Source: an optimization exercise on an open RTL-to-GDS flow (aim: small area, a short achievable clock period and few clock cycles). Production flows keep margins and buffers that such runs may drop. Only simulation tests tie the RTL to the original design; equivalence was not proved. Power is estimated from default activity; no workload was simulated.

==> run H <==
==> flow/design.v (excerpt) <==
module saes_core (
    input  wire        clk,
    input  wire        rst,
    input  wire        bus_valid,
    input  wire        bus_write,
    input  wire [3:0]  bus_addr,
    input  wire [15:0] bus_wdata,
    output wire        bus_ready,
    output reg  [15:0] bus_rdata
);
    localparam [3:0] A_CMD    = 4'd0,
                     A_STATUS = 4'd1,
                     A_DIN    = 4'd2,
                     A_DOUT   = 4'd3,
                     A_KEY1   = 4'd4,
                     A_KEY2   = 4'd5,
                     A_KEY3   = 4'd6,
                     A_KEYLEN = 4'd7,
                     A_IV     = 4'd8,
                     A_CHAIN  = 4'd9,
                     A_PBUF   = 4'd10;
    localparam [4:0] OP_NOP     = 5'h00,
                     OP_GFMUL   = 5'h01,
                     OP_SUBNIB  = 5'h02,
                     OP_SUBBYTE = 5'h03,
                     OP_ROTNIB  = 5'h04,
                     OP_SUBNIBS = 5'h05,
                     OP_SHIFT   = 5'h06,
                     OP_MIXCOL  = 5'h07,
                     OP_ADDKEY  = 5'h08,
                     OP_KEYEXP  = 5'h09,
                     OP_ENC     = 5'h0A,
                     OP_DEC     = 5'h0B,
                     OP_DENC    = 5'h10,
                     OP_DDEC    = 5'h11,
                     OP_EDEENC  = 5'h12,
                     OP_EDEDEC  = 5'h13,
  ...
Settings: LEC_CHECK=0, ABC_AREA=1, CAP_MARGIN=10, CORE_MARGIN=2, CORE_UTILIZATION=40, SLEW_MARGIN=10; clock period 12.0 ns.
standard.sh (not shown) runs the stock make flow with config.mk's settings and CLKGATE_MAP_FILE= SYNTH_SCRIPT=/design/flow/synth_recipe.tcl, a recipe that flattens the netlist after the stock synthesis.
==> flow/flow/run.sh <==
#!/bin/bash
# Layout: the standard flow (standard synthesis, floorplan, placement,
# CTS, routing) with these changes to how the layout is made:
#  - every port is still buffered, with buf_4 cells instead of the slow
#    delay-cell buffers buffer_ports picks by default;
#  - the clock tree is built from clkbuf_8 cells in larger sink clusters
#    and without dummy loads (the tree stays balanced by CTS as usual).
# The SDC (clock period, I/O delays, loads) is unchanged. The make/ORFS
# output goes to flow_make.log here; ORFS keeps each tool's own log under
# orfs/logs/.
set -euo pipefail
MARGIN=${MARGIN:-5.9}
bash standard.sh \
    "SETUP_SLACK_MARGIN=${MARGIN}" \
    "BUFFER_PORTS_ARGS=-buffer_cell sky130_fd_sc_hd__buf_4" \
    "CTS_ARGS=-sink_clustering_enable -repair_clock_nets -dont_use_dummy_load -buf_list sky130_fd_sc_hd__clkbuf_8 -sink_clustering_size 20" \
    finish > flow_make.log 2>&1
==> run D: changes against run H <==
--- a/flow/design.v
+++ b/flow/design.v
@@ -309,26 +309,50 @@
     wire [15:0] e_out = shift_rows(sub_nibs(e_m ^ rk1)) ^ rk2;
     wire [15:0] d_in  = busy_q ? dout_q : din_q;
     wire [15:0] d_s   = sub_nibs_inv(shift_rows(d_in ^ rk2_q));
     wire [15:0] d_m   = mix_cols_inv(d_s ^ rk1);
     wire [15:0] d_out = sub_nibs_inv(shift_rows(d_m)) ^ rk0;
     wire [15:0] pass_res  = pass_dec ? d_out : e_out;
     wire [15:0] cbc_plain = d_out ^ chain_q;
+    wire [15:0] sub_res = cinv ? shift_rows(d_s) : e_t;
+    reg [15:0] res;
+    always @(*) begin
+        case (op)
+            OP_GFMUL:   res = {12'h000, gfm(din_q[7:4], din_q[3:0])};
+            OP_SUBNIB:  res = {12'h000, sub_res[3:0]};
+            OP_SUBBYTE: res = {8'h00, sub_res[7:0]};
+            OP_SUBNIBS: res = sub_res;
+            OP_ROTNIB:  res = {8'h00, din_q[3:0], din_q[7:4]};
+            OP_SHIFT:   res = shift_rows(din_q);
+            OP_MIXCOL:  res = cinv ? d_m : e_m;
+            OP_ADDKEY:  res = e_a;
+            OP_KEYEXP:  res = (idx == 2'd0) ? e_a : (idx == 2'd1) ? rk1 : rk2;
+            default:    res = pass_res;
+        endcase
+    end
+    reg [15:0] st_init;
+    always @(*) begin
+        case (op)
+            OP_SUBNIB, OP_SUBBYTE, OP_SUBNIBS, OP_MIXCOL:
+                       st_init = inv ? din_q : shift_rows(din_q);
+            OP_KEYEXP: st_init = 16'h0000;
+            default:   st_init = din_q;
+        endcase
+    end
     wire first_done = idle_m &&
                       ((op == OP_DENC) || (op == OP_EDEENC) || (op == OP_EEEENC) ||
                        ((op == OP_EDEDEC) && kv_q));
     wire [1:0] p_first  = first_done ? 2'd1 : 2'd0;
     wire [2:0] ks_first = pass_key(op, inv, p_first);
     wire       skip_ld  = !dec_of(op, inv, p_first) || (ks_first == spec_ks);
     wire       nx_dec   = dec_of(cop, cinv, pass_q + 2'd1);
     wire keeps_dout = (op == OP_NOP) || (op == OP_CBCEI) || (op == OP_CBCDI) ||
                       (op == OP_CBCEB && !pbv_q);
+    wire [15:0] st_mid = (cop == OP_MIXCOL) ? (cinv ? e_t : shift_rows(d_s)) : pass_res;
     wire finish     = busy_q && fin_q;
-    wire pad_one    = (cbc_plain[7:0] == 8'h01);
-    wire pad_two    = (cbc_plain == 16'h0202);
     wire start      = is_cmd_wr && !busy_q;
     wire start_slow = start && slow_w;
     wire act        = is_cmd_wr && (busy_q ? fin_q : fast_w);
     assign bus_ready = !is_cmd_wr || (busy_q ? fin_q : fast_w);
     always @(*) begin
         case (bus_addr)
             A_CMD:    bus_rdata = cmd_q;
@@ -350,69 +374,23 @@
         if (rst || (reg_wr && bus_addr == A_KEY1))   key1_q   <= wd_r;
         if (rst || (reg_wr && bus_addr == A_KEY2))   key2_q   <= wd_r;
         if (rst || (reg_wr && bus_addr == A_KEY3))   key3_q   <= wd_r;
         if (rst || (reg_wr && bus_addr == A_KEYLEN)) keylen_q <= wd_r[2:0];
         if (rst || (reg_wr && bus_addr == A_IV))     iv_q     <= wd_r;
         if (rst || start)                            cmd_q    <= wd_r;
     end
-    wire m_start  = !busy_q && slow_w;
-    wire m_mid    = busy_q && !fin_q;
-    wire m_act    = !m_start && !m_mid;
-    wire dout_we  = is_cmd_wr && ((cmd_ok && !keeps_dout && !m_mid) || (m_mid && ph_q));
-    wire is_cipher = (op == OP_ENC) || (op == OP_DEC) || (op == OP_DENC) ||
-                     (op == OP_DDEC) || (op == OP_EDEENC) || (op == OP_EDEDEC) ||
-                     (op == OP_EEEENC) || (op == OP_EEEDEC);
-    wire is_cbce  = (op == OP_CBCEB) || (op == OP_CBCEK) || (op == OP_CBCEF);
-    wire is_sub   = (op == OP_SUBNIB) || (op == OP_SUBBYTE) || (op == OP_SUBNIBS);
-    wire is_mix   = (op == OP_MIXCOL);
-    wire [15:0] sub_mask = (op == OP_SUBNIB) ? 16'h000F : (op == OP_SUBBYTE) ? 16'h00FF : 16'hFFFF;
-    wire s_pass  = (m_start && first_done) || (m_mid && !is_mix) || (m_act && is_cipher);
-    wire s_eout  = (s_pass && !pass_dec) || (m_act && is_cbce);
-    wire s_dout  = s_pass && pass_dec;
-    wire s_plain = m_act && (op == OP_CBCDB);
-    wire s_plhi  = m_act && (op == OP_CBCDL) && pad_one;
-    wire s_din   = m_start && !first_done && !((is_sub || is_mix) && !inv) && (op != OP_KEYEXP);
-    wire s_srdin = (m_start && (is_sub || is_mix) && !inv) || (m_act && (op == OP_SHIFT));
-    wire s_rot   = m_act && (op == OP_ROTNIB);
-    wire s_et    = (m_mid && is_mix && inv) || (m_act && is_sub && !inv);
-    wire s_srds  = (m_mid && is_mix && !inv) || (m_act && is_sub && inv);
-    wire s_em    = m_act && is_mix && !inv;
-    wire s_dm    = m_act && is_mix && inv;
-    wire s_ea    = m_act && ((op == OP_ADDKEY) || ((op == OP_KEYEXP) && (idx == 2'd0)));
-    wire s_rk1   = m_act && (op == OP_KEYEXP) && (idx == 2'd1);
-    wire s_rk2   = m_act && (op == OP_KEYEXP) && (idx == 2'd2);
-    wire s_gf    = m_act && (op == OP_GFMUL);
-    wire [15:0] dout_nx =
-        ({16{s_eout}}  & e_out) |
-        ({16{s_dout}}  & d_out) |
-        ({16{s_plain}} & cbc_plain) |
-        ({16{s_plhi}}  & {cbc_plain[15:8], 8'h00}) |
-        ({16{s_din}}   & din_q) |
-        ({16{s_srdin}} & shift_rows(din_q)) |
-        ({16{s_rot}}   & {8'h00, din_q[3:0], din_q[7:4]}) |
-        ({16{s_et}}    & e_t & sub_mask) |
-        ({16{s_srds}}  & shift_rows(d_s) & sub_mask) |
-        ({16{s_em}}    & e_m) |
-        ({16{s_dm}}    & d_m) |
-        ({16{s_ea}}    & e_a) |
-        ({16{s_rk1}}   & rk1) |
-        ({16{s_rk2}}   & rk2) |
-        ({16{s_gf}}    & {12'h000, gfm(din_q[7:4], din_q[3:0])});
-    always @(posedge clk) begin
-        if (rst || dout_we)
-            dout_q <= rst ? 16'h0000 : dout_nx;
-    end
     always @(posedge clk) begin
         rk2_q <= {kw4, kw5};
         kv_q  <= !(rst || busy_q || (reg_wr && bus_addr == A_KEY1) ||
                    (is_cmd_wr && ((wop == OP_CBCEI) || (wop == OP_CBCDI) ||
                                   (wop == OP_CBCDL))));
     end
     always @(posedge clk) begin
         if (rst) begin
+            dout_q   <= 16'h0000;
             chain_q  <= 16'h0000;
             pbuf_q   <= 8'h00;
             cbckey_q <= 16'h0000;
             err_q    <= E_OK;
             outn_q   <= 2'd0;
             mode_q   <= M_IDLE;
             pbv_q    <= 1'b0;
@@ -423,21 +401,24 @@
             ks_q     <= PK_1;
         end else begin
             if (start_slow) begin
                 busy_q <= 1'b1;
                 ks_q   <= ks_first;
                 ph_q   <= skip_ld;
                 fin_q  <= !cmd_ok || (skip_ld && (last_pass == p_first));
+                if (cmd_ok && !keeps_dout)
+                    dout_q <= first_done ? pass_res : st_init;
                 if (cmd_ok)
                     pass_q <= p_first;
             end else if (busy_q && !finish) begin
                 if (!ph_q) begin
                     ph_q  <= 1'b1;
                     fin_q <= (pass_q == last_pass);
                 end else begin
+                    dout_q <= st_mid;
                     pass_q <= pass_q + 2'd1;
                     ks_q   <= pass_key(cop, cinv, pass_q + 2'd1);
                     ph_q   <= !nx_dec;
                     fin_q  <= !nx_dec && (pass_q + 2'd1 == last_pass);
                 end
             end
             if (act) begin
@@ -468,32 +449,45 @@
                         OP_CBCEB, OP_CBCEK, OP_CBCEF: begin
                             if (op == OP_CBCEB && !pbv_q) begin    
                                 pbuf_q <= din_q[7:0];
                                 pbv_q  <= 1'b1;
                                 outn_q <= 2'd0;
                             end else begin
                                 chain_q <= e_out;
+                                dout_q  <= e_out;
                                 outn_q  <= 2'd2;
                                 pbv_q   <= 1'b0;
                                 pbuf_q  <= 8'h00;
                                 if (op == OP_CBCEF)
                                     mode_q <= M_IDLE;
                             end
                         end
                         OP_CBCDB: begin
                             chain_q <= din_q;
+                            dout_q  <= cbc_plain;
                             outn_q  <= 2'd2;
                         end
                         OP_CBCDL: begin
                             chain_q <= din_q;
                             mode_q  <= M_IDLE;
-                            outn_q  <= pad_one ? 2'd1 : 2'd0;
-                            if (!pad_one && !pad_two)
-                                err_q <= E_PADDING;
+                            if (cbc_plain[7:0] == 8'h01) begin
+                                dout_q <= {cbc_plain[15:8], 8'h00};
+                                outn_q <= 2'd1;
+                            end else if (cbc_plain == 16'h0202) begin
+                                dout_q <= 16'h0000;
+                                outn_q <= 2'd0;
+                            end else begin
+                                dout_q <= 16'h0000;
+                                outn_q <= 2'd0;
+                                err_q  <= E_PADDING;
+                            end
+                        end
+                        default: begin
+                            dout_q <= res;
+                            outn_q <= 2'd2;
                         end
-                        default: outn_q <= 2'd2;
                     endcase
                 end
             end
         end
     end
 endmodule
==> flow/flow/run.sh (replaced) <==
#!/bin/bash
set -euo pipefail
MARGIN=${MARGIN:-6.0}
bash standard.sh \
    "SETUP_SLACK_MARGIN=${MARGIN}" \
    "BUFFER_PORTS_ARGS=-buffer_cell sky130_fd_sc_hd__buf_4" \
    finish > flow_make.log 2>&1
- ABC_AREA: 1 -> not set
- CAP_MARGIN: 10 -> 20
- SLEW_MARGIN: 10 -> 20
==> summary of the runs <==
Run D finished clean. Run H passed the timing, design-rule and antenna checks.
Clock skew: run D is lower than run H (0.015 ns).
Between run H and run D, the lower via count is in run H (gap 3.8%, measured against run D).
Worst setup slack: run D is higher than run H (0.057 ns).
In run H the critical path depth is higher than in run D, by 1.
Against run D, the global-route usage of run H is lower by 1.3 points.
Between run D and run H, the lower cell count is in run D (gap 9.7%, measured against run H).
Synthesized cell count: run H is higher than run D (about 17%).
Against run H, the sequential power of run D is smaller by about 1%.
Of run H and run D, run H has the higher register-to-register slack (gap 0.18 ns).
In count of clock-buffer cells in the layout, run D and run H do not differ.
==> figures <==
quantity	run D	run H
Count of unique library cells instantiated by Yosys	95	63
Internal power consumption	3.12 mW	1.64 mW
Net switching fraction of the power	57.2%	59.6%
Part of the power in combinational logic	80.8%	71.1%
GRT met1 Usage	50.9%	49.6%
Starting Density	40.5%	40.5%
GP Congestion	1.07	1.08
Final-layout worst hold slack	0.467 ns	0.468 ns
Netlist area before placement	18400 um^2	17000 um^2
Area occupied by registers	4760 um^2	4920 um^2
Met2 Usage GRT	57.2%	57.1%
Share of the final layout cell area in multi-input gates	63.6%	57.5%
N_taps	600	539
Startpoint of the lowest-slack register-to-register path	busy_q$_SDFFE_PP0P_	ks_q[2]$_SDFFE_PP0P_
Clock transition at the registers of the reported paths	0.07 ns	0.11 ns
FF-to-FF path depth	17	19
Arrival time at the worst endpoint	3.69 ns	3.74 ns
Biggest cell delay along the critical path	0.27 ns	0.47 ns
Setup slack on the worst flop-to-flop path	6.08 ns	6.26 ns
Cells after Synth	2289	2669
Status	no timing/DRC/antenna violations	no timing/DRC/antenna violations
Testbench counts of run H, summed over its fixed seeds: cycles 20,364.
Testbench counts of run D, summed over its fixed seeds: cycles 20,364.

[afterwards: timing with drivers on the ports]
In the flow no input, the clock included, has a driving cell. The finished layouts below were timed again as built, in two steps.
Step 1: set_driving_cell puts a clkbuf_16 on clk and a buf_2 on each other input, an assumption about the parent block.
Step 2 also shifts input and output timing later by t, the mid clock arrival at the registers, as if the neighbouring blocks saw the same clock.
Slacks: no drivers / after step 1 / after step 2; pairs: no drivers / after step 1.
run | t, ns | setup WS [ns] | slew at the worst register clock pin (ns) | worst data-port slew with drivers (ns)
run H | 0.609 | 5.858 / 5.802 / 5.505 | 0.11 / 0.11 | 0.06
run D | 0.568 | 5.915 / 5.832 / 5.565 | 0.10 / 0.10 | 0.09
After both steps every run listed still meets setup and hold. For run H, which loses most, drivers alone change the setup slack by -0.056 ns; drivers and shift together by -0.353 ns.
